What follows belongs to an exercise in optimizing a design on an open flow for small area, a short achievable clock period and few clock cycles; a production flow would make more cautious choices. Function was not checked in any run shown here: the RTL went through the layout flow alone. Power figures rest on the tool's default switching activity, not on a simulated workload.

**design/flow/run.sh**
```bash
#!/bin/bash
# synth_recipe.tcl (not shown) runs the flow's synth.tcl, then flattens the netlist and writes it again
# the make line also repeats each setting of config.mk as NAME=value (left out here)
make -C /OpenROAD-flow-scripts/flow DESIGN_CONFIG=/design/flow/config.mk WORK_HOME=/design/flow/orfs CLKGATE_MAP_FILE= SYNTH_SCRIPT=/design/flow/synth_recipe.tcl finish
```
**design/flow/config.mk**
```make
export PLATFORM = sky130hd
export DESIGN_NAME = coin_wallet
export DESIGN_NICKNAME = coin_wallet
export VERILOG_FILES = /design/flow/design.v
export SDC_FILE = /design/flow/constraint.sdc
export NUM_CORES = 4
export LEC_CHECK = 0
export ABC_AREA = 1
export CAP_MARGIN = 20
export CORE_MARGIN = 2
export CORE_UTILIZATION = 40
export SETUP_SLACK_MARGIN = 4.0
export SLEW_MARGIN = 20
```
**design/flow/constraint.sdc**
```tcl
create_clock -name core_clock -period 8.0 [get_ports {clk}]
set_input_delay 1.6000 -clock core_clock [delete_from_list [all_inputs] [get_ports {clk}]]
set_output_delay 1.6000 -clock core_clock [all_outputs]
set_load 0.01 [all_outputs]
```
**design/flow/design.v**
```verilog
module wallet_b2d (
    input  wire [38:0] v,
    input  wire        clr,
    output reg  [38:0] adj,
    output reg  [3:0]  ndig
);
    function [3:0] add3(input [3:0] d);
        case (d)
            4'd5: add3 = 4'd8;
            4'd6: add3 = 4'd9;
            4'd7: add3 = 4'd10;
            4'd8: add3 = 4'd11;
            4'd9: add3 = 4'd12;
            default: add3 = d;
        endcase
    endfunction
    integer k;
    always @* begin
        adj = clr ? 39'd0 : v;
        for (k = 0; k < 9; k = k + 1)
            adj[4*k +: 4] = add3(adj[4*k +: 4]);
    end
    always @* begin
        ndig = 4'd1;
        for (k = 1; k < 9; k = k + 1)
            if (v[4*k +: 4] != 4'd0) ndig = k[3:0] + 4'd1;
        if (v[38:36] != 3'd0) ndig = 4'd10;
    end
endmodule
module wallet_add #(parameter N = 32) (
    input  wire [N-1:0] a,
    input  wire [N-1:0] b,
    input  wire         ci,
    output wire [N:0]   s
);
    localparam integer M    = N + 1;
    localparam integer TOPD = 1 << ($clog2(M) - 1);
    reg [M-1:0] g, p, G, P;
    integer i, d;
    always @* begin
        g = {a & b, ci};
        p = {a ^ b, 1'b0};
        G = g;
        P = p;
        for (d = 1; d < M; d = d * 2)
            for (i = 2*d - 1; i < M; i = i + 2*d) begin
                G[i] = G[i] | (P[i] & G[i-d]);
                P[i] = P[i] & P[i-d];
            end
        for (d = TOPD / 2; d >= 1; d = d / 2)
            for (i = 3*d - 1; i < M; i = i + 2*d) begin
                G[i] = G[i] | (P[i] & G[i-d]);
                P[i] = P[i] & P[i-d];
            end
    end
    assign s = {G[N], p[N:1] ^ G[N-1:0]};
endmodule
module wallet_rom(tp, rom);
  input [7:0] tp;
  wire [7:0] tp;
  output [6:0] rom;
  wire [6:0] rom;
  wire _000_;
  wire _001_;
  wire _002_;
  wire _003_;
  wire _004_;
  wire _005_;
  wire _006_;
  wire _007_;
  wire _008_;
  wire _009_;
  wire _010_;
  wire _011_;
  wire _012_;
  wire _013_;
  wire _014_;
  wire _015_;
  wire _016_;
  wire _017_;
  wire _018_;
  wire _019_;
  wire _020_;
  wire _021_;
  wire _022_;
  wire _023_;
  wire _024_;
  wire _025_;
  wire _026_;
  wire _027_;
  wire _028_;
  wire _029_;
  wire _030_;
  wire _031_;
  wire _032_;
  wire _033_;
  wire _034_;
  wire _035_;
  wire _036_;
  wire _037_;
  wire _038_;
  wire _039_;
  wire _040_;
  wire _041_;
  wire _042_;
  wire _043_;
  wire _044_;
  wire _045_;
  wire _046_;
  wire _047_;
  wire _048_;
  wire _049_;
  wire _050_;
  wire _051_;
  wire _052_;
  wire _053_;
  wire _054_;
  wire _055_;
  wire _056_;
  wire _057_;
  wire _058_;
  wire _059_;
  wire _060_;
  wire _061_;
  wire _062_;
  wire _063_;
  wire _064_;
  wire _065_;
  wire _066_;
  wire _067_;
  wire _068_;
  wire _069_;
  wire _070_;
  wire _071_;
  wire _072_;
  wire _073_;
  wire _074_;
  wire _075_;
  wire _076_;
  wire _077_;
  wire _078_;
  wire _079_;
  wire _080_;
  wire _081_;
  wire _082_;
  wire _083_;
  wire _084_;
  wire _085_;
  wire _086_;
  wire _087_;
  wire _088_;
  wire _089_;
  wire _090_;
  wire _091_;
  wire _092_;
  wire _093_;
  wire _094_;
  wire _095_;
  wire _096_;
  wire _097_;
  wire _098_;
  wire _099_;
  wire _100_;
  wire _101_;
  wire _102_;
  wire _103_;
  wire _104_;
  wire _105_;
  wire _106_;
  wire _107_;
  wire _108_;
  wire _109_;
  wire _110_;
  wire _111_;
  wire _112_;
  wire _113_;
  wire _114_;
  wire _115_;
  wire _116_;
  wire _117_;
  wire _118_;
  wire _119_;
  wire _120_;
  wire _121_;
  wire _122_;
  wire _123_;
  wire _124_;
  wire _125_;
  wire _126_;
  wire _127_;
  wire _128_;
  wire _129_;
  wire _130_;
  wire _131_;
  wire _132_;
  wire _133_;
  wire _134_;
  wire _135_;
  wire _136_;
  wire _137_;
  wire _138_;
  wire _139_;
  wire _140_;
  wire _141_;
  wire _142_;
  wire _143_;
  wire _144_;
  wire _145_;
  wire _146_;
  wire _147_;
  wire _148_;
  wire _149_;
  wire _150_;
  wire _151_;
  wire _152_;
  wire _153_;
  wire _154_;
  wire _155_;
  wire _156_;
  wire _157_;
  wire _158_;
  wire _159_;
  wire _160_;
  wire _161_;
  wire _162_;
  wire _163_;
  wire _164_;
  wire _165_;
  wire _166_;
  wire _167_;
  wire _168_;
  wire _169_;
  wire _170_;
  wire _171_;
  wire _172_;
  wire _173_;
  wire _174_;
  wire _175_;
  wire _176_;
  wire _177_;
  wire _178_;
  wire _179_;
  wire _180_;
  wire _181_;
  wire _182_;
  wire _183_;
  wire _184_;
  wire _185_;
  wire _186_;
  wire _187_;
  wire _188_;
  wire _189_;
  wire _190_;
  wire _191_;
  wire _192_;
  wire _193_;
  wire _194_;
  wire _195_;
  wire _196_;
  wire _197_;
  wire _198_;
  wire _199_;
  wire _200_;
  wire _201_;
  wire _202_;
  wire _203_;
  wire _204_;
  wire _205_;
  wire _206_;
  wire _207_;
  wire _208_;
  wire _209_;
  wire _210_;
  wire _211_;
  wire _212_;
  wire _213_;
  wire _214_;
  wire _215_;
  wire _216_;
  wire _217_;
  wire _218_;
  wire _219_;
  wire _220_;
  wire _221_;
  wire _222_;
  wire _223_;
  wire _224_;
  wire _225_;
  wire _226_;
  wire _227_;
  wire _228_;
  wire _229_;
  wire _230_;
  wire _231_;
  wire _232_;
  wire _233_;
  wire _234_;
  wire _235_;
  wire _236_;
  wire _237_;
  wire _238_;
  wire _239_;
  wire _240_;
  wire _241_;
  wire _242_;
  wire _243_;
  wire _244_;
  wire _245_;
  wire _246_;
  wire _247_;
  wire _248_;
  wire _249_;
  wire _250_;
  wire _251_;
  wire _252_;
  wire _253_;
  wire _254_;
  wire _255_;
  wire _256_;
  wire _257_;
  wire _258_;
  wire _259_;
  wire _260_;
  wire _261_;
  wire _262_;
  wire _263_;
  wire _264_;
  wire _265_;
  wire _266_;
  wire _267_;
  wire _268_;
  wire _269_;
  wire _270_;
  wire _271_;
  wire _272_;
  wire _273_;
  wire _274_;
  wire _275_;
  wire _276_;
  wire _277_;
  wire _278_;
  wire _279_;
  wire _280_;
  wire _281_;
  wire _282_;
  wire _283_;
  wire _284_;
  wire _285_;
  wire _286_;
  wire _287_;
  wire _288_;
  wire _289_;
  wire _290_;
  wire _291_;
  wire _292_;
  wire _293_;
  wire _294_;
  wire _295_;
  wire _296_;
  wire _297_;
  wire _298_;
  wire _299_;
  wire _300_;
  wire _301_;
  wire _302_;
  wire _303_;
  wire _304_;
  wire _305_;
  wire _306_;
  wire _307_;
  wire _308_;
  wire _309_;
  wire _310_;
  wire _311_;
  wire _312_;
  wire _313_;
  wire _314_;
  wire _315_;
  wire _316_;
  wire _317_;
  wire _318_;
  wire _319_;
  wire _320_;
  wire _321_;
  wire _322_;
  wire _323_;
  wire _324_;
  wire _325_;
  wire _326_;
  wire _327_;
  wire _328_;
  wire _329_;
  wire _330_;
  wire _331_;
  wire _332_;
  wire _333_;
  wire _334_;
  wire _335_;
  wire _336_;
  wire _337_;
  wire _338_;
  wire _339_;
  wire _340_;
  wire _341_;
  wire _342_;
  wire _343_;
  wire _344_;
  wire _345_;
  assign _059_ = 4'h4 >> { tp[5], tp[3] };
  assign _070_ = 4'h4 >> { tp[4], tp[2] };
  assign _081_ = 4'h8 >> { _070_, tp[1] };
  assign _092_ = 4'h8 >> { _081_, _059_ };
  assign _103_ = 4'h2 >> { tp[3], tp[0] };
  assign _113_ = 4'h8 >> { _103_, tp[4] };
  assign _124_ = 4'h1 >> { _113_, _092_ };
  assign _135_ = 4'h2 >> tp[7:6];
  assign _146_ = 4'h8 >> { tp[5], tp[3] };
  assign _157_ = 4'h4 >> { tp[0], tp[2] };
  assign _167_ = 4'h2 >> tp[1:0];
  assign _178_ = 4'h1 >> tp[5:4];
  assign _188_ = 4'h8 >> tp[5:4];
  assign _199_ = 4'h1 >> { _188_, _178_ };
  assign _210_ = 4'h2 >> { _199_, tp[3] };
  assign _221_ = 4'h8 >> { _210_, _167_ };
  assign _231_ = 4'h1 >> { _221_, _157_ };
  assign _242_ = 4'h2 >> { _231_, _146_ };
  assign _253_ = 4'h8 >> { tp[4], tp[2] };
  assign _263_ = 4'h2 >> { tp[5], tp[3] };
  assign _274_ = 4'h8 >> { _263_, _253_ };
  assign _283_ = 4'h2 >> tp[3:2];
  assign _284_ = 4'h8 >> { _283_, _178_ };
  assign _285_ = 4'h1 >> { _284_, _274_ };
  assign _286_ = 4'h2 >> { tp[5], tp[0] };
  assign _287_ = 4'h4 >> { tp[4], tp[1] };
  assign _288_ = 4'h2 >> { _287_, _286_ };
  assign _289_ = 4'h4 >> { _288_, _285_ };
  assign _290_ = 4'h1 >> { tp[4], tp[2] };
  assign _291_ = 4'h1 >> { _290_, _253_ };
  assign _292_ = 4'h8 >> tp[3:2];
  assign _293_ = 4'h1 >> { tp[5], tp[3] };
  assign _294_ = 4'h1 >> { _293_, tp[1] };
  assign _295_ = 4'h4 >> { _294_, _292_ };
  assign _296_ = 4'h8 >> { _295_, _291_ };
  assign _297_ = 4'h1 >> { tp[3], tp[1] };
  assign _298_ = 4'h1 >> { _297_, tp[2] };
  assign _299_ = 4'h1 >> tp[1:0];
  assign _300_ = 4'h1 >> { _299_, _293_ };
  assign _301_ = 4'h2 >> { _300_, _298_ };
  assign _302_ = 4'h4 >> { tp[5], tp[0] };
  assign _303_ = 4'h8 >> { _302_, _290_ };
  assign _304_ = 4'h4 >> tp[4:3];
  assign _305_ = 4'h4 >> { _304_, tp[0] };
  assign _306_ = 4'h1 >> { _305_, _303_ };
  assign _307_ = 4'h4 >> { _306_, _301_ };
  assign _308_ = 4'h4 >> { _307_, _296_ };
  assign _309_ = 4'h4 >> { _308_, _289_ };
  assign _310_ = 4'h4 >> { _309_, _242_ };
  assign _311_ = 4'h2 >> { _310_, _135_ };
  assign _312_ = 4'h4 >> { _311_, _124_ };
  assign _313_ = 4'h2 >> { tp[4], tp[1] };
  assign _314_ = 4'h2 >> { tp[0], tp[2] };
  assign _315_ = 4'h4 >> { _314_, tp[3] };
  assign _316_ = 4'h8 >> { _315_, _313_ };
  assign _317_ = 4'h8 >> { _304_, tp[1] };
  assign _318_ = 4'h8 >> { _317_, _286_ };
  assign _319_ = 4'h2 >> { _318_, tp[6] };
  assign _320_ = 4'h4 >> { _319_, _316_ };
  assign _321_ = 4'h8 >> { _299_, _293_ };
  assign _322_ = 4'h4 >> tp[1:0];
  assign _323_ = 4'h8 >> { _322_, _059_ };
  assign _324_ = 4'h1 >> { _323_, _321_ };
  assign _325_ = 4'h8 >> { _293_, _253_ };
  assign _326_ = 4'h1 >> { _325_, _317_ };
  assign _327_ = 4'h8 >> { _313_, tp[2] };
  assign _328_ = 4'h8 >> { _322_, _188_ };
  assign _329_ = 4'h1 >> { _328_, _327_ };
  assign _330_ = 4'h8 >> { _329_, _326_ };
  assign _331_ = 4'h8 >> { _330_, _324_ };
  assign _332_ = 4'h8 >> { _313_, tp[3] };
  assign _333_ = 4'h1 >> { _332_, _314_ };
  assign _334_ = 4'h1 >> { _333_, _146_ };
  assign _335_ = 4'h8 >> { _299_, _146_ };
  assign _336_ = 4'h1 >> { _335_, _288_ };
  assign _337_ = 4'h1 >> { _336_, tp[2] };
  assign _338_ = 4'h1 >> { _337_, _334_ };
  assign _339_ = 4'h8 >> { _338_, _331_ };
  assign _340_ = 4'h2 >> { _339_, _320_ };
  assign _341_ = 4'h4 >> { _322_, _285_ };
  assign _342_ = 4'h8 >> { _167_, tp[2] };
  assign _343_ = 4'h4 >> { _342_, _210_ };
  assign _344_ = 4'h8 >> { _299_, _292_ };
  assign _345_ = 4'h4 >> { _344_, _199_ };
  assign _000_ = 4'h1 >> { _345_, _343_ };
  assign _001_ = 4'h4 >> { _000_, _341_ };
  assign _002_ = 4'h8 >> { _342_, _304_ };
  assign _003_ = 4'h1 >> { _002_, tp[6] };
  assign _004_ = 4'h8 >> tp[1:0];
  assign _005_ = 4'h8 >> { _004_, tp[3] };
  assign _006_ = 4'h8 >> { _005_, _070_ };
  assign _007_ = 4'h8 >> { _004_, tp[5] };
  assign _008_ = 4'h4 >> { _007_, _291_ };
  assign _009_ = 4'h1 >> { _008_, _006_ };
  assign _010_ = 4'h8 >> { _009_, _003_ };
  assign _011_ = 4'h8 >> { tp[5], tp[0] };
  assign _012_ = 4'h4 >> { _292_, tp[4] };
  assign _013_ = 4'h8 >> { _012_, _011_ };
  assign _014_ = 4'h2 >> { _299_, _146_ };
  assign _015_ = 4'h8 >> { _014_, _291_ };
  assign _016_ = 4'h4 >> { _015_, _013_ };
  assign _017_ = 4'h1 >> { tp[4], tp[1] };
  assign _018_ = 4'h8 >> { _157_, _059_ };
  assign _019_ = 4'h8 >> { _018_, _017_ };
  assign _020_ = 4'h8 >> { _253_, tp[5] };
  assign _021_ = 4'h8 >> { _020_, _299_ };
  assign _022_ = 4'h1 >> { _021_, _019_ };
  assign _023_ = 4'h4 >> { _022_, _016_ };
  assign _024_ = 4'h8 >> { _023_, _010_ };
  assign _025_ = 4'h8 >> { _313_, _293_ };
  assign _026_ = 4'h8 >> { _025_, tp[0] };
  assign _027_ = 4'h1 >> { _026_, _305_ };
  assign _028_ = 4'h2 >> { _027_, _298_ };
  assign _029_ = 4'h4 >> { tp[3], tp[0] };
  assign _030_ = 4'h4 >> { _199_, tp[1] };
  assign _031_ = 4'h8 >> { _030_, _029_ };
  assign _032_ = 4'h4 >> { _031_, tp[2] };
  assign _033_ = 4'h1 >> { _032_, _028_ };
  assign _034_ = 4'h8 >> { _033_, _024_ };
  assign _035_ = 4'h8 >> { _034_, _001_ };
  assign _036_ = 4'h1 >> { _035_, _340_ };
  assign _037_ = 4'h1 >> { _322_, _317_ };
  assign _038_ = 4'h1 >> tp[7:6];
  assign _039_ = 4'h8 >> { _322_, _070_ };
  assign _040_ = 4'h8 >> { _039_, _146_ };
  assign _041_ = 4'h2 >> { _040_, _038_ };
  assign _042_ = 4'h2 >> { _004_, _284_ };
  assign _043_ = 4'h1 >> { _042_, _092_ };
  assign _044_ = 4'h4 >> { _043_, _031_ };
  assign _045_ = 4'h8 >> { _044_, _041_ };
  assign _046_ = 4'h4 >> { _045_, _028_ };
  assign _047_ = 4'h4 >> { _046_, _037_ };
  assign _048_ = 4'h8 >> { _047_, _036_ };
  assign rom[5] = 4'h1 >> { _048_, _312_ };
  assign _049_ = 4'h2 >> { _199_, tp[0] };
  assign _050_ = 4'h4 >> { _049_, _001_ };
  assign _051_ = 4'h1 >> { _293_, tp[2] };
  assign _052_ = 4'h2 >> { _051_, _322_ };
  assign _053_ = 4'h8 >> { _052_, _178_ };
  assign _054_ = 4'h8 >> { _263_, tp[4] };
  assign _055_ = 4'h8 >> { _054_, tp[0] };
  assign _056_ = 4'h2 >> { _019_, tp[7] };
  assign _057_ = 4'h4 >> { _056_, _055_ };
  assign _058_ = 4'h4 >> { _057_, _053_ };
  assign _060_ = 4'h4 >> { _058_, _050_ };
  assign _061_ = 4'h4 >> { _263_, tp[2] };
  assign _062_ = 4'h4 >> { _061_, tp[0] };
  assign _063_ = 4'h1 >> { _062_, _008_ };
  assign _064_ = 4'h2 >> { _063_, _332_ };
  assign _065_ = 4'h8 >> { _293_, _157_ };
  assign _066_ = 4'h2 >> { _065_, _135_ };
  assign _067_ = 4'h4 >> { _066_, _026_ };
  assign _068_ = 4'h4 >> { _299_, tp[4] };
  assign _069_ = 4'h8 >> { _068_, _283_ };
  assign _071_ = 4'h8 >> { _292_, tp[4] };
  assign _072_ = 4'h4 >> { _071_, _011_ };
  assign _073_ = 4'h1 >> { _072_, _069_ };
  assign _074_ = 4'h8 >> { _073_, _067_ };
  assign _075_ = 4'h4 >> { _074_, _064_ };
  assign _076_ = 4'h1 >> { _075_, _060_ };
  assign _077_ = 4'h8 >> { _291_, _059_ };
  assign _078_ = 4'h8 >> { _077_, _299_ };
  assign _079_ = 4'h1 >> { _078_, _013_ };
  assign _080_ = 4'h4 >> { _079_, _076_ };
  assign _082_ = 4'h2 >> { _001_, _178_ };
  assign _083_ = 4'h8 >> { _290_, tp[3] };
  assign _084_ = 4'h8 >> { _083_, _286_ };
  assign _085_ = 4'h1 >> { _084_, _025_ };
  assign _086_ = 4'h8 >> { _085_, _041_ };
  assign _087_ = 4'h8 >> { _052_, _146_ };
  assign _088_ = 4'h4 >> { _007_, _290_ };
  assign _089_ = 4'h4 >> { _088_, tp[3] };
  assign _090_ = 4'h1 >> { _089_, _087_ };
  assign _091_ = 4'h8 >> { _090_, _086_ };
  assign _093_ = 4'h8 >> { _321_, _290_ };
  assign _094_ = 4'h8 >> { _327_, tp[5] };
  assign _095_ = 4'h1 >> { _094_, _093_ };
  assign _096_ = 4'h2 >> { _095_, _333_ };
  assign _097_ = 4'h1 >> { tp[5], tp[1] };
  assign _098_ = 4'h2 >> { _097_, _314_ };
  assign _099_ = 4'h1 >> { _065_, _321_ };
  assign _100_ = 4'h4 >> { _099_, _098_ };
  assign _101_ = 4'h2 >> { _100_, tp[4] };
  assign _102_ = 4'h1 >> { _101_, _096_ };
  assign _104_ = 4'h8 >> { _102_, _091_ };
  assign _105_ = 4'h4 >> { _104_, _082_ };
  assign rom[4] = 4'h1 >> { _105_, _080_ };
  assign _106_ = 4'h2 >> { _157_, tp[3] };
  assign _107_ = 4'h8 >> { _106_, _030_ };
  assign _108_ = 4'h4 >> { _029_, tp[5] };
  assign _109_ = 4'h8 >> { _108_, _253_ };
  assign _110_ = 4'h1 >> { _109_, _019_ };
  assign _111_ = 4'h4 >> { _110_, _087_ };
  assign _112_ = 4'h4 >> { _111_, _107_ };
  assign _114_ = 4'h4 >> { _221_, tp[2] };
  assign _115_ = 4'h2 >> { _096_, _010_ };
  assign _116_ = 4'h4 >> { _115_, _114_ };
  assign _117_ = 4'h8 >> { _116_, _112_ };
  assign _118_ = 4'h1 >> { _031_, _113_ };
  assign _119_ = 4'h2 >> { _118_, tp[2] };
  assign _120_ = 4'h8 >> { _015_, _004_ };
  assign _121_ = 4'h4 >> { _059_, tp[2] };
  assign _122_ = 4'h4 >> { _004_, tp[4] };
  assign _123_ = 4'h2 >> { _004_, tp[4] };
  assign _125_ = 4'h1 >> { _123_, _122_ };
  assign _126_ = 4'h2 >> { _125_, _121_ };
  assign _127_ = 4'h8 >> { _083_, _322_ };
  assign _128_ = 4'h8 >> { _342_, _178_ };
  assign _129_ = 4'h1 >> { _128_, _127_ };
  assign _130_ = 4'h4 >> { _129_, _126_ };
  assign _131_ = 4'h4 >> { _130_, _120_ };
  assign _132_ = 4'h1 >> { _083_, _293_ };
  assign _133_ = 4'h1 >> { _132_, _286_ };
  assign _134_ = 4'h8 >> { _133_, _167_ };
  assign _136_ = 4'h2 >> { _134_, _320_ };
  assign _137_ = 4'h8 >> { _136_, _131_ };
  assign _138_ = 4'h4 >> { _137_, _119_ };
  assign _139_ = 4'h1 >> { _138_, _117_ };
  assign _140_ = 4'h1 >> { _139_, tp[7] };
  assign _141_ = 4'h1 >> { _020_, _012_ };
  assign _142_ = 4'h4 >> { _054_, tp[2] };
  assign _143_ = 4'h2 >> { _142_, _141_ };
  assign _144_ = 4'h1 >> { _292_, tp[0] };
  assign _145_ = 4'h4 >> { _144_, _143_ };
  assign _147_ = 4'h8 >> { _313_, _059_ };
  assign _148_ = 4'h2 >> { _039_, tp[7] };
  assign _149_ = 4'h4 >> { _148_, _147_ };
  assign _150_ = 4'h8 >> { _012_, _302_ };
  assign _151_ = 4'h4 >> { _321_, _070_ };
  assign _152_ = 4'h1 >> { _151_, _150_ };
  assign _153_ = 4'h8 >> { _152_, _149_ };
  assign _154_ = 4'h2 >> { _313_, _199_ };
  assign _155_ = 4'h2 >> { _154_, _157_ };
  assign _156_ = 4'h1 >> { _155_, _221_ };
  assign _158_ = 4'h8 >> { _156_, _153_ };
  assign _159_ = 4'h4 >> { _158_, _145_ };
  assign rom[3] = 4'h1 >> { _159_, _140_ };
  assign _160_ = 4'h4 >> { _004_, _146_ };
  assign _161_ = 4'h4 >> { _160_, _141_ };
  assign _162_ = 4'h1 >> { _161_, tp[7] };
  assign _163_ = 4'h4 >> { _162_, _036_ };
  assign _164_ = 4'h2 >> { _018_, tp[7] };
  assign _165_ = 4'h1 >> { _142_, _052_ };
  assign _166_ = 4'h8 >> { _165_, _164_ };
  assign _168_ = 4'h4 >> { _178_, tp[2] };
  assign _169_ = 4'h8 >> { _168_, _297_ };
  assign _170_ = 4'h8 >> { _327_, _293_ };
  assign _171_ = 4'h1 >> { _170_, _169_ };
  assign _172_ = 4'h1 >> { _017_, _011_ };
  assign _173_ = 4'h4 >> { _172_, _081_ };
  assign _174_ = 4'h4 >> { _017_, tp[2] };
  assign _175_ = 4'h2 >> { _174_, tp[3] };
  assign _176_ = 4'h4 >> { _175_, _173_ };
  assign _177_ = 4'h8 >> { _287_, _059_ };
  assign _179_ = 4'h1 >> { _068_, _315_ };
  assign _180_ = 4'h4 >> { _179_, _177_ };
  assign _181_ = 4'h4 >> { _180_, _176_ };
  assign _182_ = 4'h8 >> { _181_, _171_ };
  assign _183_ = 4'h8 >> { _182_, _166_ };
  assign rom[2] = 4'h1 >> { _183_, _163_ };
  assign _184_ = 4'h1 >> { _030_, tp[3] };
  assign _185_ = 4'h2 >> { _184_, _314_ };
  assign _186_ = 4'h8 >> { _121_, _167_ };
  assign _187_ = 4'h1 >> { _313_, _287_ };
  assign _189_ = 4'h2 >> { _187_, _029_ };
  assign _190_ = 4'h2 >> { _292_, _288_ };
  assign _191_ = 4'h1 >> { _190_, _189_ };
  assign _192_ = 4'h4 >> { _191_, _186_ };
  assign _193_ = 4'h1 >> { _088_, _092_ };
  assign _194_ = 4'h8 >> { _193_, _171_ };
  assign _195_ = 4'h8 >> { _194_, _192_ };
  assign _196_ = 4'h4 >> { _195_, _185_ };
  assign _197_ = 4'h2 >> { _196_, _135_ };
  assign _198_ = 4'h8 >> { _296_, _146_ };
  assign _200_ = 4'h1 >> { _150_, _062_ };
  assign _201_ = 4'h1 >> { _297_, _286_ };
  assign _202_ = 4'h8 >> { _201_, _168_ };
  assign _203_ = 4'h2 >> { _201_, tp[2] };
  assign _204_ = 4'h1 >> { _203_, _202_ };
  assign _205_ = 4'h8 >> { _204_, _200_ };
  assign _206_ = 4'h2 >> { _324_, tp[4] };
  assign _207_ = 4'h8 >> { _188_, _167_ };
  assign _208_ = 4'h8 >> { _017_, _103_ };
  assign _209_ = 4'h1 >> { _208_, _018_ };
  assign _211_ = 4'h4 >> { _209_, _207_ };
  assign _212_ = 4'h4 >> { _211_, _206_ };
  assign _213_ = 4'h8 >> { _212_, _205_ };
  assign _214_ = 4'h4 >> { _213_, _198_ };
  assign _215_ = 4'h2 >> { _214_, tp[7] };
  assign _216_ = 4'h4 >> { _303_, tp[3] };
  assign _217_ = 4'h1 >> { _021_, _344_ };
  assign _218_ = 4'h4 >> { _217_, _216_ };
  assign _219_ = 4'h8 >> { _218_, _046_ };
  assign _220_ = 4'h1 >> { _219_, _215_ };
  assign _222_ = 4'h8 >> { _208_, tp[5] };
  assign _223_ = 4'h2 >> { _141_, _005_ };
  assign _224_ = 4'h1 >> { _223_, _222_ };
  assign _225_ = 4'h4 >> { _224_, _220_ };
  assign rom[1] = 4'he >> { _225_, _197_ };
  assign _226_ = 4'h1 >> { _274_, tp[1] };
  assign _227_ = 4'h4 >> { _226_, _133_ };
  assign _228_ = 4'h8 >> { _143_, tp[1] };
  assign _229_ = 4'h1 >> { _228_, _227_ };
  assign _230_ = 4'h8 >> { _122_, tp[2] };
  assign _232_ = 4'h1 >> { _230_, _039_ };
  assign _233_ = 4'h1 >> { _232_, tp[5] };
  assign _234_ = 4'h8 >> { _077_, _314_ };
  assign _235_ = 4'h8 >> { _049_, _292_ };
  assign _236_ = 4'h2 >> { _235_, _164_ };
  assign _237_ = 4'h4 >> { _236_, _234_ };
  assign _238_ = 4'h4 >> { _237_, _233_ };
  assign _239_ = 4'h4 >> { _238_, _229_ };
  assign _240_ = 4'h4 >> { _062_, tp[4] };
  assign _241_ = 4'h1 >> { _083_, _061_ };
  assign _243_ = 4'h1 >> { _241_, tp[1] };
  assign _244_ = 4'h8 >> { _147_, tp[2] };
  assign _245_ = 4'h2 >> { _244_, _038_ };
  assign _246_ = 4'h4 >> { _245_, _243_ };
  assign _247_ = 4'h4 >> { _246_, _240_ };
  assign _248_ = 4'h8 >> { _290_, _103_ };
  assign _249_ = 4'h1 >> { _248_, _318_ };
  assign _250_ = 4'h4 >> { _253_, _103_ };
  assign _251_ = 4'h4 >> { _250_, _108_ };
  assign _252_ = 4'h1 >> { _293_, _146_ };
  assign _254_ = 4'h8 >> { _017_, tp[0] };
  assign _255_ = 4'h4 >> { _254_, _252_ };
  assign _256_ = 4'h8 >> { _007_, _070_ };
  assign _257_ = 4'h1 >> { _256_, _255_ };
  assign _258_ = 4'h4 >> { _257_, _251_ };
  assign _259_ = 4'h8 >> { _258_, _249_ };
  assign _260_ = 4'h8 >> { _259_, _247_ };
  assign _261_ = 4'h1 >> { _260_, _311_ };
  assign rom[0] = 4'hb >> { _261_, _239_ };
  assign _262_ = 4'h1 >> { _014_, _318_ };
  assign _264_ = 4'h2 >> { _262_, _253_ };
  assign _265_ = 4'h8 >> { _169_, tp[0] };
  assign _266_ = 4'h1 >> { _265_, _264_ };
  assign _267_ = 4'h8 >> { _266_, _247_ };
  assign _268_ = 4'h4 >> { _344_, tp[5] };
  assign _269_ = 4'h8 >> { _268_, tp[4] };
  assign _270_ = 4'h2 >> { _161_, tp[7] };
  assign _271_ = 4'h4 >> { _270_, _269_ };
  assign _272_ = 4'h4 >> { _271_, _134_ };
  assign _273_ = 4'h2 >> { _004_, _178_ };
  assign _275_ = 4'h8 >> { _273_, _300_ };
  assign _276_ = 4'h8 >> { _061_, _004_ };
  assign _277_ = 4'h1 >> { _276_, _268_ };
  assign _278_ = 4'h4 >> { _277_, _275_ };
  assign _279_ = 4'h2 >> { _040_, _135_ };
  assign _280_ = 4'h8 >> { _279_, _095_ };
  assign _281_ = 4'h8 >> { _280_, _278_ };
  assign _282_ = 4'h1 >> { _281_, _272_ };
  assign rom[6] = 4'hb >> { _282_, _267_ };
endmodule
module coin_wallet (
    input  wire        clk,
    input  wire        rst,
    input  wire        in_valid,
    output wire        in_ready,
    input  wire [7:0]  in_data,
    output wire        out_valid,
    input  wire        out_ready,
    output wire [7:0]  out_data,
    output wire        out_last,
    input  wire        coin_edge,
    input  wire        ms_tick,
    input  wire        restore_valid,
    input  wire [31:0] restore_bal,
    input  wire [31:0] restore_cnt,
    output wire [31:0] bal,
    output wire [31:0] cnt,
    output wire        zind,
    output reg         save_req
);
    localparam [6:0] DEBOUNCE_WINDOW_MS = 7'd100;
    localparam [2:0] M_BAL = 3'd0,    
                     M_CNT = 3'd1,    
                     M_OK  = 3'd2,
                     M_OVF = 3'd3,
                     M_INS = 3'd4,
                     M_RCA = 3'd5,
                     M_INV = 3'd6,
                     M_UNK = 3'd7;
    reg [31:0] bal_r, cnt_r;
    reg [6:0]  elapsed;      
    reg        has_last;
    assign bal  = bal_r;
    assign cnt  = cnt_r;
    assign zind = (bal_r == 32'd0);
    localparam [1:0] P_LEN = 2'd0,    
                     P_PAY = 2'd1,    
                     P_DON = 2'd2,    
                     P_EXD = 2'd3;    
    localparam [3:0] F_START = 4'd0, F_G  = 4'd1, F_R  = 4'd2, F_ADD = 4'd3,
                     F_SUB   = 4'd4, F_GB = 4'd5, F_GS = 4'd6, F_GC  = 4'd7,
                     F_RB    = 4'd8, F_RC = 4'd9, F_DEAD = 4'd15;
    reg [1:0]  pst;
    reg [7:0]  remain;       
    reg [7:0]  ib;           
    reg        ibv;
    reg        dstep;        
    reg        started;      
    reg        wsp;          
    reg [3:0]  fam;
    reg [3:0]  pos;          
    reg        amt_any, amt_bad, amt_nz;
    reg [3:0]  amt_nd;       
    reg [31:0] amt_val;
    reg        ib_dig;       
    reg        in_amt;       
    reg        ex1;          
    reg        ex_co;        
    reg        fsub;         
    wire b_ws  = (ib == 8'h20) || (ib >= 8'h09 && ib <= 8'h0d);
    wire d_dig = (in_data[7:4] == 4'h3) && (in_data[3:0] <= 4'd9);
    reg        m_dig, m_st1, m_st2, m_ex;
    wire dig_now = m_dig;
    assign in_ready = ~pst[1] & ~(dig_now & ~dstep);
    wire in_fire = in_valid & in_ready;
    function [7:0] kexp(input [3:0] f, input [3:0] p);
        begin
            kexp = 8'h00;
            case (f)
                F_G:   case (p) 4'd1: kexp = "E"; 4'd2: kexp = "T"; 4'd3: kexp = "_"; default: ; endcase
                F_R:   case (p) 4'd1: kexp = "E"; 4'd2: kexp = "S"; 4'd3: kexp = "E";
                                4'd4: kexp = "T"; 4'd5: kexp = "_"; default: ; endcase
                F_ADD, F_SUB:
                       case (p) 4'd1: kexp = (f == F_ADD) ? "D" : "U";
                                4'd2: kexp = (f == F_ADD) ? "D" : "B";
                                4'd3: kexp = "_"; 4'd4: kexp = "B"; 4'd5: kexp = "A";
                                4'd6: kexp = "L"; 4'd7: kexp = "A"; 4'd8: kexp = "N";
                                4'd9: kexp = "C"; 4'd10: kexp = "E"; 4'd11: kexp = "=";
                                default: ; endcase
                F_GB:  case (p) 4'd5: kexp = "A"; 4'd6: kexp = "L"; 4'd7: kexp = "A";
                                4'd8: kexp = "N"; 4'd9: kexp = "C"; 4'd10: kexp = "E";
                                default: ; endcase
                F_GS:  case (p) 4'd5: kexp = "T"; 4'd6: kexp = "A"; 4'd7: kexp = "T";
                                4'd8: kexp = "U"; 4'd9: kexp = "S"; default: ; endcase
                F_GC:  case (p) 4'd5: kexp = "O"; 4'd6: kexp = "I"; 4'd7: kexp = "N";
                                4'd8: kexp = "_"; 4'd9: kexp = "C"; 4'd10: kexp = "O";
                                4'd11: kexp = "U"; 4'd12: kexp = "N"; 4'd13: kexp = "T";
                                default: ; endcase
                F_RB:  case (p) 4'd7: kexp = "A"; 4'd8: kexp = "L"; 4'd9: kexp = "A";
                                4'd10: kexp = "N"; 4'd11: kexp = "C"; 4'd12: kexp = "E";
                                default: ; endcase
                F_RC:  case (p) 4'd7: kexp = "O"; 4'd8: kexp = "U"; 4'd9: kexp = "N";
                                4'd10: kexp = "T"; default: ; endcase
                default: ;
            endcase
        end
    endfunction
    function [3:0] klen(input [3:0] f);
        case (f)
            F_GB: klen = 4'd11;
            F_GS: klen = 4'd10;
            F_GC: klen = 4'd14;
            F_RB: klen = 4'd13;
            F_RC: klen = 4'd11;
            default: klen = 4'd0;
        endcase
    endfunction
    reg        n_started, n_wsp, n_bad;
    reg [3:0]  n_fam, n_pos;
    wire       n_amt = (n_fam == F_ADD || n_fam == F_SUB) && (n_pos == 4'd12);
    always @* begin
        n_started = started;
        n_wsp     = wsp;
        n_fam     = fam;
        n_pos     = pos;
        n_bad     = amt_bad;
        if (b_ws) begin
            if (started) n_wsp = 1'b1;
        end else begin
            n_started = 1'b1;
            n_wsp     = 1'b0;
            if (in_amt) begin
                n_bad = 1'b1;
            end else begin
                n_pos = pos + 4'd1;
                if (started && wsp) begin
                    n_fam = F_DEAD;
                end else if (fam == F_START) begin
                    n_fam = (ib == "G") ? F_G : (ib == "R") ? F_R :
                            (ib == "A") ? F_ADD : (ib == "S") ? F_SUB : F_DEAD;
                end else if (fam == F_G && pos == 4'd4) begin
                    n_fam = (ib == "B") ? F_GB : (ib == "S") ? F_GS :
                            (ib == "C") ? F_GC : F_DEAD;
                end else if (fam == F_R && pos == 4'd6) begin
                    n_fam = (ib == "B") ? F_RB : (ib == "C") ? F_RC : F_DEAD;
                end else if (pos == klen(fam) || ib != kexp(fam, pos)) begin
                    n_fam = F_DEAD;
                end
            end
        end
    end
    wire is_gb  = (fam == F_GB)  && (pos == 4'd11);
    wire is_gs  = (fam == F_GS)  && (pos == 4'd10);
    wire is_gc  = (fam == F_GC)  && (pos == 4'd14);
    wire is_rb  = (fam == F_RB)  && (pos == 4'd13);
    wire is_rc  = (fam == F_RC)  && (pos == 4'd11);
    wire is_add = (fam == F_ADD) && (pos == 4'd12);
    wire is_sub = (fam == F_SUB) && (pos == 4'd12);
    wire amt_ok = amt_any && !amt_bad;
    wire        st1   = m_st1;
    wire        st2   = m_st2;
    wire        ex_md = m_ex;
    reg         s_xb, s_x4, s_x2;         
    reg         s_ya, s_yn, s_yd, s_ci;   
    wire [31:0] add_x = ({32{s_xb}} & bal_r) |
                        ({32{s_x4}} & {amt_val[29:0], 2'b00}) |
                        ({32{s_x2}} & {amt_val[30:0], 1'b0});
    wire [31:0] add_y = ({32{s_ya}} & amt_val) |
                        ({32{s_yn}} & ~amt_val) |
                        {28'd0, {4{s_yd}} & ib[3:0]};
    wire        add_c = s_ci;
    wire [32:0] add_s;
    wire [32:0] cnt_inc;
    wallet_add #(.N(32)) u_add (.a(add_x), .b(add_y), .ci(add_c), .s(add_s));
    wallet_add #(.N(32)) u_inc (.a(cnt_r), .b(32'd0), .ci(1'b1), .s(cnt_inc));
    wire st1_ovf = amt_val[31] | amt_val[30] | add_s[32];
    wire st2_ovf = amt_val[31] | add_s[32];
    reg        e_ok, e_changed, e_show, e_bal0, e_cnt0, e_sum;
    reg [2:0]  e_msg;
    always @* begin
        e_ok = 1'b0; e_changed = 1'b0; e_msg = M_UNK; e_show = 1'b0;
        e_bal0 = 1'b0; e_cnt0 = 1'b0; e_sum = 1'b0;
        if (is_gb) begin
            e_ok = 1'b1; e_msg = M_BAL;
        end else if (is_gs) begin
            e_ok = 1'b1; e_msg = M_OK;
        end else if (is_gc) begin
            e_ok = 1'b1; e_msg = M_CNT;
        end else if (is_rb) begin
            e_ok = 1'b1; e_msg = M_BAL; e_changed = 1'b1; e_bal0 = 1'b1;
        end else if (is_rc) begin
            e_ok = 1'b1; e_msg = M_RCA; e_changed = 1'b1; e_cnt0 = 1'b1;
        end else if ((is_add || is_sub) && !amt_ok) begin
            e_msg = M_INV;
        end else if (is_add) begin
            e_show = 1'b1;
            if (ex_co) begin
                e_msg = M_OVF;
            end else begin
                e_ok = 1'b1; e_msg = M_BAL; e_changed = 1'b1; e_sum = 1'b1;
            end
        end else if (is_sub) begin
            e_show = 1'b1;
            if (!ex_co) begin
                e_msg = M_INS;
            end else begin
                e_ok = 1'b1; e_msg = M_BAL; e_changed = 1'b1; e_sum = 1'b1;
            end
        end
    end
    reg        x_valid;      
    reg        x_ok, x_changed, x_show;
    reg [2:0]  x_msg;
    reg [3:0]  x_nc;
    reg        ab_done;      
    reg        ab_len;       
    reg [7:0]  x_len;
    reg        cv_busy, cv_c;
    reg [4:0]  cv_cnt;
    wire        cv_ab  = cv_busy & ~cv_c;
    wire        cv_am  = cv_busy &  cv_c;
    wire        cv_clr = (cv_cnt == 5'd0);
    wire        cv_last = (cv_cnt == 5'd31);
    reg  [38:0] d_a, d_b, d_c;
    wire [38:0] j_ac, j_b;
    wire [3:0]  n_a, n_b, n_c_unused, n_x_unused;
    wallet_b2d u_sac (.v(cv_c ? d_c : d_a), .clr(cv_clr), .adj(j_ac), .ndig(n_x_unused));
    wallet_b2d u_sb  (.v(d_b), .clr(cv_clr), .adj(j_b), .ndig(n_b));
    wallet_b2d u_na  (.v(d_a), .clr(1'b0), .adj(), .ndig(n_a));
    always @(posedge clk) begin
        if (cv_ab) begin
            d_a <= {j_ac[37:0], bal_r[31]};
            d_b <= {j_b[37:0], cnt_r[31]};
        end
        if (cv_am)
            d_c <= {j_ac[37:0], amt_val[31] & x_show};
    end
    reg        r_act;        
    reg [7:0]  od;           
    reg        od_last;      
    reg        od_pay;       
    reg [7:0]  rq;           
    reg        rq_len, rq_sum;
    reg [1:0]  sph;          
    reg [7:0]  tp;           
    reg        dmode;        
    reg [1:0]  dsrc;         
    reg [3:0]  dcnt;         
    reg        r_late;       
    reg        r_ok, r_changed;
    reg [2:0]  r_msg;
    reg [3:0]  r_nc;
    reg [7:0]  csum;
    assign out_data  = od;
    assign out_valid = r_act;
    assign out_last  = od_last;
    wire [6:0] rom;
    wallet_rom u_rom (.tp(tp), .rom(rom));
    reg [38:0] dsel;
    always @* begin
        case (dsrc)
            2'd0:    dsel = d_a;
            2'd1:    dsel = d_b;
            default: dsel = d_c;
        endcase
    end
    wire [3:0] digit = dcnt[3] ? (dcnt[0] ? {1'b0, dsel[38:36]} : dsel[35:32])
                               : dsel[4*dcnt[2:0] +: 4];
    wire [7:0] pay_ch = dmode ? {4'h3, digit} : {1'b0, rom};
    function [4:0] msg_len(input [2:0] m, input [3:0] na, input [3:0] nb);
        case (m)
            M_BAL:   msg_len = {1'b0, na};
            M_CNT:   msg_len = {1'b0, nb};
            M_OK:    msg_len = 5'd2;
            M_OVF:   msg_len = 5'd16;
            M_INS:   msg_len = 5'd20;
            M_RCA:   msg_len = 5'd11;
            M_INV:   msg_len = 5'd14;
            default: msg_len = 5'd15;
        endcase
    endfunction
    wire [7:0] len_next = 8'd92
                        + (x_ok ? 8'd7 : 8'd5)
                        + {4'd0, n_a}
                        + {4'd0, n_b}
                        + {3'd0, msg_len(x_msg, n_a, n_b)}
                        + (x_changed ? 8'd4 : 8'd5)
                        + {4'd0, x_nc};
    wire fire    = r_act & out_ready;
    wire load    = fire & ~od_last;      
    wire ex0     = (pst == P_DON) && !ibv && !x_valid;
    wire exec    = ex0 && ex1;
    wire late_ev = load && (sph == 2'd2) && !dmode && (tp == 8'd76);
    wire ab_go   = x_valid && !ab_done && !cv_busy && (!r_act || r_late || late_ev);
    wire r_start = x_valid && ab_len && (!r_act || (fire && od_last));
    reg [1:0] pst_n;
    reg       ibv_n, ib_dig_n, dstep_n, in_amt_n, fsub_n;
    always @* begin
        pst_n = pst;
        if (in_fire && pst == P_LEN)
            pst_n = (in_data == 8'd0) ? P_DON : P_PAY;
        else if (in_fire && remain == 8'd1)
            pst_n = P_DON;
        else if (exec)
            pst_n = P_EXD;
        else if (cv_am && cv_last)
            pst_n = P_LEN;
        ibv_n    = (in_fire && pst == P_PAY) || st1;
        ib_dig_n = (in_fire && pst == P_PAY) ? d_dig : ib_dig;
        dstep_n  = st1 ? 1'b1 : st2 ? 1'b0 : dstep;
        in_amt_n = (in_fire && pst == P_LEN) ? 1'b0 : (ibv && !dig_now) ? n_amt : in_amt;
        fsub_n   = (in_fire && pst == P_LEN) ? 1'b0 : (ibv && !dig_now) ? (n_fam == F_SUB) : fsub;
    end
    wire dig_n = ibv_n & in_amt_n & ib_dig_n;
    always @(posedge clk) begin
        if (rst) begin
            m_dig    <= 1'b0;
            m_st1    <= 1'b0;
            m_st2    <= 1'b0;
            m_ex     <= 1'b0;
            s_xb <= 1'b1; s_x4 <= 1'b0; s_x2 <= 1'b0;
            s_ya <= 1'b0; s_yn <= 1'b0; s_yd <= 1'b0; s_ci <= 1'b1;
            pst      <= P_LEN;
            remain   <= 8'd0;
            ib       <= 8'd0;
            ibv      <= 1'b0;
            ib_dig   <= 1'b0;
            in_amt   <= 1'b0;
            ex1      <= 1'b0;
            ex_co    <= 1'b0;
            fsub     <= 1'b0;
            dstep    <= 1'b0;
            started  <= 1'b0;
            wsp      <= 1'b0;
            fam      <= F_START;
            pos      <= 4'd0;
            amt_any  <= 1'b0; amt_bad <= 1'b0; amt_nz <= 1'b0; amt_nd <= 4'd0;
            amt_val  <= 32'd0;
            x_valid  <= 1'b0;
            x_ok <= 1'b0; x_changed <= 1'b0; x_show <= 1'b0; x_msg <= M_UNK; x_nc <= 4'd1;
            ab_done  <= 1'b0;
            ab_len   <= 1'b0;
            x_len    <= 8'd0;
            cv_busy  <= 1'b0; cv_c <= 1'b0; cv_cnt <= 5'd0;
            r_act    <= 1'b0;
            od       <= 8'd0;
            od_last  <= 1'b0;
            od_pay   <= 1'b0;
            rq       <= 8'd0;
                rq_len   <= 1'b0;
            rq_sum   <= 1'b0;
            sph      <= 2'd0;
            tp <= 8'd0; dmode <= 1'b0; dsrc <= 2'd0; dcnt <= 4'd0;
            r_late   <= 1'b0;
            r_ok <= 1'b0; r_changed <= 1'b0; r_msg <= M_UNK; r_nc <= 4'd1;
            csum     <= 8'd0;
            save_req <= 1'b0;
        end else begin
            save_req <= 1'b0;
            pst      <= pst_n;
            ibv      <= ibv_n;
            ib_dig   <= ib_dig_n;
            dstep    <= dstep_n;
            in_amt   <= in_amt_n;
            fsub     <= fsub_n;
            m_dig    <= dig_n;
            m_st1    <= dig_n & ~dstep_n;
            m_st2    <= dig_n &  dstep_n;
            m_ex     <= ~dig_n & (pst_n == P_DON);
            s_xb     <= ~dig_n;
            s_x4     <= dig_n & ~dstep_n;
            s_x2     <= dig_n &  dstep_n;
            s_ya     <= dig_n ? ~dstep_n : (pst_n == P_DON) & ~fsub_n;
            s_yn     <= ~dig_n & (pst_n == P_DON) & fsub_n;
            s_yd     <= dig_n & dstep_n;
            s_ci     <= ~dig_n & ((pst_n != P_DON) | fsub_n);
            if (in_fire) begin
                if (pst == P_LEN) begin
                    remain  <= in_data;
                    started <= 1'b0;
                    wsp     <= 1'b0;
                    fam     <= F_START;
                    pos     <= 4'd0;
                    amt_any <= 1'b0; amt_bad <= 1'b0; amt_nz <= 1'b0; amt_nd <= 4'd0;
                    amt_val <= 32'd0;
                end else begin
                    ib     <= in_data;
                    remain <= remain - 8'd1;
                end
            end
            if (st1) begin
                amt_val <= add_s[31:0];
                if (st1_ovf) amt_bad <= 1'b1;
            end else if (st2) begin
                amt_val <= add_s[31:0];
                if (st2_ovf || wsp) amt_bad <= 1'b1;
                wsp     <= 1'b0;
                amt_any <= 1'b1;
                if (ib[3:0] != 4'd0) amt_nz <= 1'b1;
                if (amt_nz || ib[3:0] != 4'd0) amt_nd <= amt_nd + 4'd1;
            end else if (ibv) begin
                started <= n_started;
                wsp     <= n_wsp;
                fam     <= n_fam;
                pos     <= n_pos;
                amt_bad <= n_bad;
            end
            ex1   <= ex0 && !ex1;
            ex_co <= add_s[32];
            if (exec) begin
                x_valid   <= 1'b1;
                x_ok      <= e_ok;
                x_changed <= e_changed;
                x_show    <= e_show;
                x_msg     <= e_msg;
                x_nc      <= (e_show && amt_nd != 4'd0) ? amt_nd : 4'd1;
                save_req  <= e_changed;
            end
            if (ab_go) begin
                cv_busy <= 1'b1;
                cv_c    <= 1'b0;
                cv_cnt  <= 5'd0;
            end else if (r_start) begin
                cv_busy <= 1'b1;
                cv_c    <= 1'b1;
                cv_cnt  <= 5'd0;
            end else if (cv_busy) begin
                cv_cnt <= cv_cnt + 5'd1;
                if (cv_last) begin
                    cv_busy <= 1'b0;
                    if (!cv_c) ab_done <= 1'b1;
                end
            end
            if (cv_am) begin
                amt_val <= {amt_val[30:0], 1'b0};
            end
            if (ab_done && !ab_len) begin
                ab_len <= 1'b1;
                x_len  <= len_next;
            end
            if (fire && od_pay) csum <= csum + od;
            if (r_start) begin
                x_valid   <= 1'b0;
                ab_done   <= 1'b0;
                ab_len    <= 1'b0;
                r_act     <= 1'b1;
                od        <= 8'h7e;
                od_last   <= 1'b0;
                od_pay    <= 1'b0;
                rq_len    <= 1'b1;
                rq_sum    <= 1'b0;
                sph       <= 2'd2;
                tp        <= 8'd0;
                dmode     <= 1'b0;
                r_late    <= 1'b0;
                r_ok      <= x_ok;
                r_changed <= x_changed;
                r_msg     <= x_msg;
                r_nc      <= x_nc;
                csum      <= x_len;
            end else if (fire && od_last) begin
                r_act   <= 1'b0;
                od_last <= 1'b0;
            end else if (load) begin
                od      <= rq_len ? csum : rq_sum ? csum + od : rq;
                od_pay  <= ~rq_len & ~rq_sum;
                od_last <= rq_sum;
                rq_len  <= 1'b0;
                rq_sum  <= sph == 2'd3;
                if (sph == 2'd3) sph <= 2'd0;
                if (sph == 2'd2) begin
                    rq <= pay_ch;
                    if (dmode) begin
                        if (dcnt == 4'd0) dmode <= 1'b0;
                        else dcnt <= dcnt - 4'd1;
                    end else begin
                        case (tp)
                            8'd10:  tp <= r_ok ? 8'd11 : 8'd18;
                            8'd17:  tp <= 8'd23;
                            8'd39:  begin dmode <= 1'b1; dsrc <= 2'd0; dcnt <= n_a - 4'd1; tp <= 8'd40; end
                            8'd62:  begin dmode <= 1'b1; dsrc <= 2'd1; dcnt <= n_b - 4'd1; tp <= 8'd63; end
                            8'd75:  case (r_msg)
                                        M_BAL: begin dmode <= 1'b1; dsrc <= 2'd0; dcnt <= n_a - 4'd1; tp <= 8'd76; end
                                        M_CNT: begin dmode <= 1'b1; dsrc <= 2'd1; dcnt <= n_b - 4'd1; tp <= 8'd76; end
                                        M_OK:  tp <= 8'd113;
                                        M_OVF: tp <= 8'd115;
                                        M_INS: tp <= 8'd131;
                                        M_RCA: tp <= 8'd151;
                                        M_INV: tp <= 8'd162;
                                        default: tp <= 8'd176;
                                    endcase
                            8'd76:  begin r_late <= 1'b1; tp <= 8'd77; end
                            8'd92:  tp <= r_changed ? 8'd93 : 8'd97;
                            8'd96:  tp <= 8'd102;
                            8'd111: begin dmode <= 1'b1; dsrc <= 2'd2; dcnt <= r_nc - 4'd1; tp <= 8'd112; end
                            8'd112: sph <= 2'd3;
                            8'd114, 8'd130, 8'd150, 8'd161, 8'd175, 8'd190: tp <= 8'd76;
                            default: tp <= tp + 8'd1;
                        endcase
                    end
                end
            end
        end
    end
    wire accept = !has_last || (elapsed > DEBOUNCE_WINDOW_MS);
    always @(posedge clk) begin
        if (rst) begin
            bal_r    <= 32'd0;
            cnt_r    <= 32'd0;
            elapsed  <= 7'd0;
            has_last <= 1'b0;
        end else begin
            if (ms_tick && elapsed <= DEBOUNCE_WINDOW_MS)
                elapsed <= elapsed + 7'd1;
            if (exec) begin
                if (e_bal0) bal_r <= 32'd0;
                else if (e_sum) bal_r <= add_s[31:0];
                if (e_cnt0) cnt_r <= 32'd0;
            end else if (cv_ab) begin
                bal_r <= {bal_r[30:0], bal_r[31]};
                cnt_r <= {cnt_r[30:0], cnt_r[31]};
            end else if (restore_valid) begin
                bal_r <= restore_bal;
                cnt_r <= restore_cnt;
            end else if (coin_edge) begin
                if (accept) begin
                    if (!(&bal_r)) bal_r <= add_s[31:0];
                    if (!(&cnt_r)) cnt_r <= cnt_inc[31:0];
                    has_last <= 1'b1;
                    elapsed  <= 7'd0;
                end else begin
                    bal_r <= 32'd0;
                    cnt_r <= 32'd0;
                end
            end
        end
    end
endmodule
```
==> impl_results.rst, run 1 <==
.. list-table::
   :header-rows: 1

   * - Metric
     - Value
   * - Sequential cell area fraction in the yosys report
     - 33.3%
   * - Overflow after GRT
     - 0
   * - Vias
     - 25.8k
   * - Setup repair after global routing missed its margin
     - true
   * - Wire length of the first global-routing pass
     - 135,000 um
   * - Source-to-sink clock delay at the later pin of the worst-skew pair
     - 0.59 ns
   * - Vias/cell
     - 5.59
   * - Flip-flop cell with the highest count after synthesis
     - dfxtp_1
   * - FF+latch count, synth
     - 360
   * - Floorplan Core Area
     - 0.0619 sq mm
   * - CTS Buf Count
     - 44
   * - Pwr Total
     - 4.70 mW
   * - CP Capture Type
     - flop
   * - Max stage delay cell, worst path
     - fa_2
   * - Worst relative slew slack
     - 25.4%
   * - Required time of the worst setup path
     - 8.48 ns
   * - Vias in the first global route
     - 24.3k
   * - Global-route met1 utilization
     - 34.9%
   * - Critical setup path kind
     - reg -> reg
   * - Run status
     - timing/DRC/antenna clean
   * - Highest Clock Rate
     - 245 MHz
   * - Number of max-slew violations in the final report
     - 0
   * - Total of buffers placed on input and output ports
     - 155
   * - Clock root buffer
     - clkbuf_16
   * - Post-Place Cell Area
     - 0.0274 sq mm
   * - Maximum number of buffers from clock root to sink
     - 3
   * - GRT busiest layer
     - met2
   * - Count of boundary I/O pins
     - 156
   * - Met3 usage
     - 2.73%
   * - Per-instance average area after synthesis
     - 6.98 sq um
   * - Clock tree from TritonCTS
     - done
   * - Ratio of total power to cell area
     - 156 mW/mm^2
   * - Horizontal die dimension
     - 255 um
   * - Synth Cell Area
     - 0.0252 sq mm
   * - Max IR drop VDD
     - 116 uV
   * - Pin count of the biggest net entering global routing
     - 81
   * - Ratio of cells with drive above 1 in the final layout
     - 9.38%
   * - Die Area
     - 0.0649 sq mm
   * - Synth-to-layout area growth
     - 19.7%
   * - Die extent in y
     - 255 um
   * - 1st-iter DRT viols
     - 2,266
   * - Max-Cap Viols
     - 0
   * - Crit Path Max Fanout
     - 2
   * - Filler-free cell count of the finished design
     - 4,614
   * - Sum of routed wire length over all layers
     - 87,100 um
   * - Drt drc
     - 0
   * - Yosys synthesis warning count
     - 3
   * - Sequence of cells on the critical path
     - nor4_4 > inv_2 > nor2_4 > nand2_2 > a21oi_4 > inv_2 > fa_1 > fa_2 > fa_2 > ha_2 > inv_2 > fa_2 > nor2_2 > a211oi_2 > nand2_1 > nand2_2 > o221a_4
   * - Largest stage delay, worst path
     - 0.54 ns
   * - Iteration count of the initial detailed-routing pass
     - 6
   * - Post-route clock skew
     - 0.0450 ns
   * - Arrival time of data at the critical path endpoint
     - 4.55 ns
   * - Class of the tightest hold or removal check
     - reg -> reg
   * - Routed wirelength normalized by instance count
     - 18.9 um
   * - Antenna Violating Nets Remaining
     - 0
   * - Setup crit start kind
     - flop
   * - Dpl cells
     - 4,477
   * - Met2 capacity usage during global routing
     - 42.9%
   * - Placer's final routability congestion estimate
     - 0.992
   * - # nets final
     - 3,956
   * - Number of distinct standard cells referenced by the synthesized netlist
     - 70
   * - Final std cell area, no fill
     - 0.0301 sq mm
   * - Syn Inst Count
     - 3,606
   * - Worst slew pin tran
     - 1.12 ns
   * - Deepest level of the CTS H-tree
     - 2
   * - Final critical-path required period
     - 4.08 ns
   * - Post-route setup TNS
     - 0 ns
   * - Effective utilization at floorplan
     - 40.6%
   * - Aggregate global-route resource usage
     - 26.0%
   * - Placement row count
     - 91
   * - Proportion of register bits with asynchronous set or reset after synthesis
     - 0%
   * - Number of endpoints failing setup at the final stage
     - 0
   * - Lkg Pwr
     - 12.0 nW
   * - Post-detailed-placement half-perimeter wirelength
     - 60,100 um
   * - Crit share post-route
     - 51.0%
   * - Initial antenna violation count
     - 0
   * - Clock sinks
     - 360
   * - Clock transition at path regs
     - 0.06 ns
   * - Net count after synthesis
     - 3,819
   * - Endpoints failing hold
     - 0
   * - End-of-flow core utilization
     - 48.6%
   * - Number of synthesized flops with an enable pin
     - 117
where the power goes:
part           internal (mW)  switching (mW)  total, mW  leakage [nW]
Clock                   1.26           0.834       2.09         0.754
Sequential              1.93          0.0713       2.00          3.06
Combinational          0.252           0.357      0.609          8.15
Total                   3.44            1.26       4.70          12.0
routing by layer:
metal  up-vias  wire length (um)
met5         -                 0
met4         0              3360
met3       215              5320
met2      1009             40900
met1     12000             37500
li1      12600                 -
worst max-delay path: cells and delay by family (launching register included):
kind                     cells  cell delay (ns)
flip-flops                   1             0.43
AND/OR/NAND/NOR              6             0.86
buffers and inverters        3             0.21
AO/OA/AOI/OAI                3             0.45
adder cells (fa/ha/maj)      5             2.03
flip-flops by register name, summed over array words and instances (netlist names), 32 cells and up, named ones only:
name / flops
amt_val: 32
bal_r: 32
cnt_r: 32
d_a: 39
d_b: 39
d_c: 39
cell families (layout without fill, tap and decap cells):
group	count (synthesis)	count (layout)	synth area share, %
XOR/XNOR	57	57	1.98
AND/OR/NAND/NOR	1453	1453	24.7
adder cells (fa/ha/maj)	134	134	7.50
other	0	1	0
AO/OA/AOI/OAI	984	984	23.2
flip-flops	360	360	33.3
buffers and inverters	618	788	9.33
final cells by class:
cell class | instances | area, sq um
fill | 6190 | 31800
multi-input combinational | 2628 | 15000
sequential | 360 | 8400
timing repair buffer | 239 | 2330
inverter | 467 | 1800
clock buffer | 59 | 1290
tap | 837 | 1050
clock inverter | 20 | 216
timing repair inverter | 3 | 20.0
antenna | 1 | 2.50
metrics by stage:
| step | setup WS (ns) | hold slack, ns |
|---|---|---|
| global placement | 2.89 | 0.406 |
| finish | 3.92 | 0.427 |
| CTS | 3.83 | 0.426 |
| global route | 3.74 | 0.458 |
| floorplan | 4.05 | 0.397 |
| detailed placement | 2.83 | 0.409 |
what timing repair did:
action | in CTS | in global routing
endpoints found under the setup margin | 105 | 81
resized for setup | 84 | 95
buffers inserted | 19 | 31
hold buffers | 0 | 0
gates cloned | 3 | 4
pin swaps | 22 | 59
cell usage after synthesis, drive strengths merged (28+ instances only):
| master | n | share of area [%] |
|---|---|---|
| nor3 | 57 | 1.3 |
| nand4 | 39 | 0.97 |
| o22ai | 62 | 1.5 |
| o211ai | 53 | 1.6 |
| a31oi | 42 | 1.0 |
| edfxtp | 117 | 14 |
| inv | 457 | 6.8 |
| a211oi | 34 | 1.0 |
| o21ai | 353 | 7.1 |
| nor2 | 349 | 5.5 |
| ha | 106 | 5.3 |
| fa | 28 | 2.2 |
| dfxtp | 243 | 19 |
| clkbuf | 120 | 1.8 |
| nand2 | 798 | 12 |
| xor2 | 40 | 1.4 |
| buf | 31 | 0.56 |
| nor4 | 41 | 1.1 |
| nand3 | 136 | 2.8 |
| a21oi | 291 | 5.8 |
worst paths after layout:
check / start / to / slack [ns] / cells after the start
worst max-delay path: d_a[21]$_DFFE_PP_ / x_len[5]$_SDFFE_PP0P_ / 3.92 / 17
worst min-delay path: ex1$_SDFF_PP0_ / ex1$_SDFF_PP0_ / 0.43 / 1
worst max register to register: d_a[21]$_DFFE_PP_ / x_len[5]$_SDFFE_PP0P_ / 3.92 / 17
worst min register to register: ex1$_SDFF_PP0_ / ex1$_SDFF_PP0_ / 0.43 / 1
cells in the final DEF, fill, tap and decap left out, types with 48 or more instances in the layout:
master,count
nor2_1,319
inv_1,421
nand3_1,125
clkbuf_16,48
dfxtp_1,234
nand2_1,778
buf_4,70
o211ai_1,53
edfxtp_1,117
a21oi_1,285
ha_1,100
clkdlybuf4s50_1,153
o22ai_1,61
o21ai_0,319
==> inputs of run 2 (changes only) <==
--- a/design/flow/config.mk
+++ b/design/flow/config.mk
@@ -9,5 +9,5 @@
 export CAP_MARGIN = 20
 export CORE_MARGIN = 2
 export CORE_UTILIZATION = 40
-export SETUP_SLACK_MARGIN = 4.0
+export SETUP_SLACK_MARGIN = 3.5
 export SLEW_MARGIN = 20
==> impl_results.rst, run 2 <==
.. list-table::
   :header-rows: 1

   * - Metric
     - Value
   * - Run status
     - timing/DRC/antenna clean
   * - Most frequent cell after synthesis
     - nand2_1
   * - Setup repair after global routing missed its margin
     - true
   * - Die Area
     - 0.0649 sq mm (unchanged)
   * - Endpoints failing hold
     - 0 (unchanged)
   * - Net count after synthesis
     - 3,819 (unchanged)
   * - Commonest cells after routing, fill and taps aside
     - nand2_1, inv_1, o21ai_0, nor2_1, a21oi_1
   * - Highest Clock Rate
     - 226 MHz (-7.7%)
   * - Number of fill cells
     - 6,295 (+1.7%)
   * - Sequential cell area fraction in the yosys report
     - 33.3% (unchanged)
   * - Registers with the most flip-flops
     - d_a (39), d_b (39), d_c (39)
   * - Arrival time of data at the critical path endpoint
     - 2.82 ns (-1.73 ns)
   * - Aggregate global-route resource usage
     - 26.3% (+0.28 points)
   * - Worst relative slew slack
     - 32.5% (+7.1 points)
   * - Horizontal die dimension
     - 255 um (unchanged)
   * - Overflow after GRT
     - 0 (unchanged)
   * - Max-Cap Viols
     - 0 (unchanged)
   * - Number of synthesized flops with an enable pin
     - 117 (unchanged)
   * - Lkg Pwr
     - 11.7 nW (-2.1%)
   * - Required time of the worst setup path
     - 6.40 ns (-2.08 ns)
   * - Total of buffers placed on input and output ports
     - 155 (unchanged)
   * - Combinational family with the most area after synthesis
     - simple AND/OR/NAND/NOR gates
   * - 1st-iter DRT viols
     - 2,191 (-3.3%)
   * - Clock tree from TritonCTS
     - done
   * - Main area contributors after synthesis
     - dfxtp_1, edfxtp_1, nand2_1, o21ai_0, inv_1
   * - Number of distinct standard cells referenced by the synthesized netlist
     - 70 (unchanged)
   * - Max stage delay cell, worst path
     - clkdlybuf4s50_1
   * - Initial antenna violation count
     - 2 (+2)
   * - CTS Buf Count
     - 45 (+2.3%)
   * - Placer's final routability congestion estimate
     - 0.987 (-0.49%)
   * - Clock sinks
     - 360 (unchanged)
   * - Area share of the largest cell type after synthesis
     - 19.3% (unchanged)
   * - Number of endpoints failing setup at the final stage
     - 0 (unchanged)
   * - Proportion of register bits with asynchronous set or reset after synthesis
     - 0% (unchanged)
   * - Complex-gate fraction of the synthesized area
     - 23.2% (unchanged)
   * - Source-to-sink clock delay at the later pin of the worst-skew pair
     - 0.59 ns (about the same)
   * - Sum of routed wire length over all layers
     - 87,000 um (about the same)
   * - Post-route clock skew
     - 0.0348 ns (-0.0102 ns)
   * - Die extent in y
     - 255 um (unchanged)
   * - FF+latch count, synth
     - 360 (unchanged)
   * - CP Buf/Inv Count
     - 2 (-1)
   * - Largest stage delay, worst path
     - 0.66 ns (+0.12 ns)
   * - Adder and majority gate portion of the synthesized area
     - 7.50% (unchanged)
   * - Max IR drop VDD
     - 121 uV (+4.0%)
   * - Post-detailed-placement half-perimeter wirelength
     - 61,800 um (+2.8%)
   * - Vias in the first global route
     - 24.0k (-1.2%)
   * - Vias/cell
     - 5.61 (+0.25%)
   * - Area used by sequential logic in the layout
     - 0.00839 sq mm (-0.15%)
   * - Sequence of cells on the critical path
     - inv_1 > nand2_1 > nor3_1 > nand4_1 > nor4_1 > clkdlybuf4s50_1
   * - Most common cell after layout, fill and taps aside
     - nand2_1
   * - Clock transition at path regs
     - 0.06 ns (about the same)
   * - Class of the tightest hold or removal check
     - reg -> reg
   * - Crit share post-route
     - 55.2% (+4.2 points)
   * - Worst slew pin tran
     - 1.01 ns (-0.105 ns)
   * - Post-route setup TNS
     - 0 ns (unchanged)
   * - Fraction of synthesized area in multiplexers
     - 0% (unchanged)
   * - Multi-input logic area
     - 0.0146 sq mm (-2.9%)
   * - # nets final
     - 3,912 (-1.1%)
   * - Flip-flop cell with the highest count after synthesis
     - dfxtp_1
   * - Final critical-path required period
     - 4.42 ns (+0.338 ns)
   * - Wire length of the first global-routing pass
     - 136,000 um (+0.76%)
   * - Number of max-slew violations in the final report
     - 0 (unchanged)
   * - Synth-to-layout area growth
     - 16.7%
   * - Syn Inst Count
     - 3,606 (unchanged)
   * - Leading post-synthesis cells by instance count
     - nand2_1, inv_1, o21ai_0
   * - Yosys synthesis warning count
     - 3 (unchanged)
   * - Routed wirelength normalized by instance count
     - 19.0 um (+0.82%)
   * - Top cell family by delay on the critical path
     - simple AND/OR/NAND/NOR gates
   * - Setup crit start kind
     - flop
   * - Effective utilization at floorplan
     - 40.6% (unchanged)
   * - Critical setup path kind
     - reg -> out
   * - Deepest level of the CTS H-tree
     - 2 (unchanged)
   * - Drt drc
     - 0 (unchanged)
   * - Maximum number of buffers from clock root to sink
     - 3 (unchanged)
   * - CP Capture Type
     - output port
   * - Most area-hungry cell type in the Yosys netlist
     - dfxtp_1
   * - Ratio of total power to cell area
     - 163 mW/mm^2 (+4.7%)
   * - Number of buffers inserted by hold repair at cts
     - 0 (unchanged)
   * - Share of the synthesized netlist area taken by xor and xnor gates
     - 1.98% (unchanged)
   * - Ratio of cells with drive above 1 in the final layout
     - 6.30% (-3.1 points)
   * - Synth Cell Area
     - 0.0252 sq mm (unchanged)
   * - Synthesized-area fraction occupied by and/or/nand/nor cells
     - 24.7% (unchanged)
   * - Per-instance average area after synthesis
     - 6.98 sq um (unchanged)
   * - Crit Path Max Fanout
     - 4 (+2)
   * - Clock root buffer
     - clkbuf_16
   * - Pin count of the biggest net entering global routing
     - 70 (-14%)
   * - Vias
     - 25.6k (-0.66%)
   * - Pwr Total
     - 4.80 mW (+2.0%)
   * - Antenna Violating Nets Remaining
     - 0 (unchanged)
   * - Placement row count
     - 91 (unchanged)
   * - Floorplan Core Area
     - 0.0619 sq mm (unchanged)
   * - Count of boundary I/O pins
     - 156 (unchanged)
   * - Iteration count of the initial detailed-routing pass
     - 6 (unchanged)
## run 2: layout make-up
type	instances	area share [%]
antenna	2	0.0171
clock buffer	67	4.70
clock inverter	14	0.801
inverter	467	6.07
multi-input combinational	2628	49.6
sequential	360	28.6
tap	837	3.57
timing repair buffer	196	6.59
timing repair inverter	1	0.0171
## run 2: path summary, 6_finish.rpt
path / start / endpoint / slack (ns) / cells after the start
min: ex1$_SDFF_PP0_ / ex1$_SDFF_PP0_ / 0.41 / 1
max reg2reg: tp[5]$_SDFFE_PP0P_ / rq[1]$_SDFFE_PP0P_ / 3.67 / 13
min reg2reg: ex1$_SDFF_PP0_ / ex1$_SDFF_PP0_ / 0.41 / 1
max: bal_r[12]$_SDFFE_PP0P_ / zind / 3.58 / 6
## run 2: power by group
group	internal [mW]	switching [mW]	total, mW
Combinational	0.232	0.344	0.576
Clock	1.38	0.845	2.23
Sequential	1.93	0.0681	1.99
## run 2: metal layers
metal	vias to the layer above	global-route usage, %	wire length, um
met5	-	0	0
met4	0	10.2	2970
met3	186	3.34	5560
met2	927	41.7	39600
met1	12000	36.2	38900
li1	12500	-	-
## run 2: kinds of logic after synthesis
| family | after synthesis |
|---|---|
| AOI/OAI and AO/OA | 984 |
| xor gates and xnor gates | 57 |
| buffers and inverters | 618 |
| adders and majority gates | 134 |
| and+or+nand+nor | 1453 |
| DFF | 360 |
## run 2: metrics by stage
stage               std cells  cell area (sq um)  utilization [%]  hold slack, ns  setup slack (ns)
global route             4572              29300             47.4           0.438              3.31
global placement         4478              27400             44.2           0.406              2.80
floorplan                3606              25200                -           0.397              3.88
CTS                      4563              29100             46.9           0.418              3.42
finish                   4572              29300             47.4           0.414              3.58
detailed placement       4478              27400             44.2           0.410              2.69
## run 2: repair_timing
item	4_1_cts	5_1_grt
buffers inserted	3	5
setup endpoints to repair	38	60
pin swaps	0	6
resized for setup	9	42
gates cloned	1	1

Check on run 2: ideal ports give 3.584 ns setup slack; a clkbuf_16 on the clock port and buf_2 on the inputs give 3.518 ns; moving port delays by the midpoint clock arrival (0.641 ns) as well gives 3.152 ns.
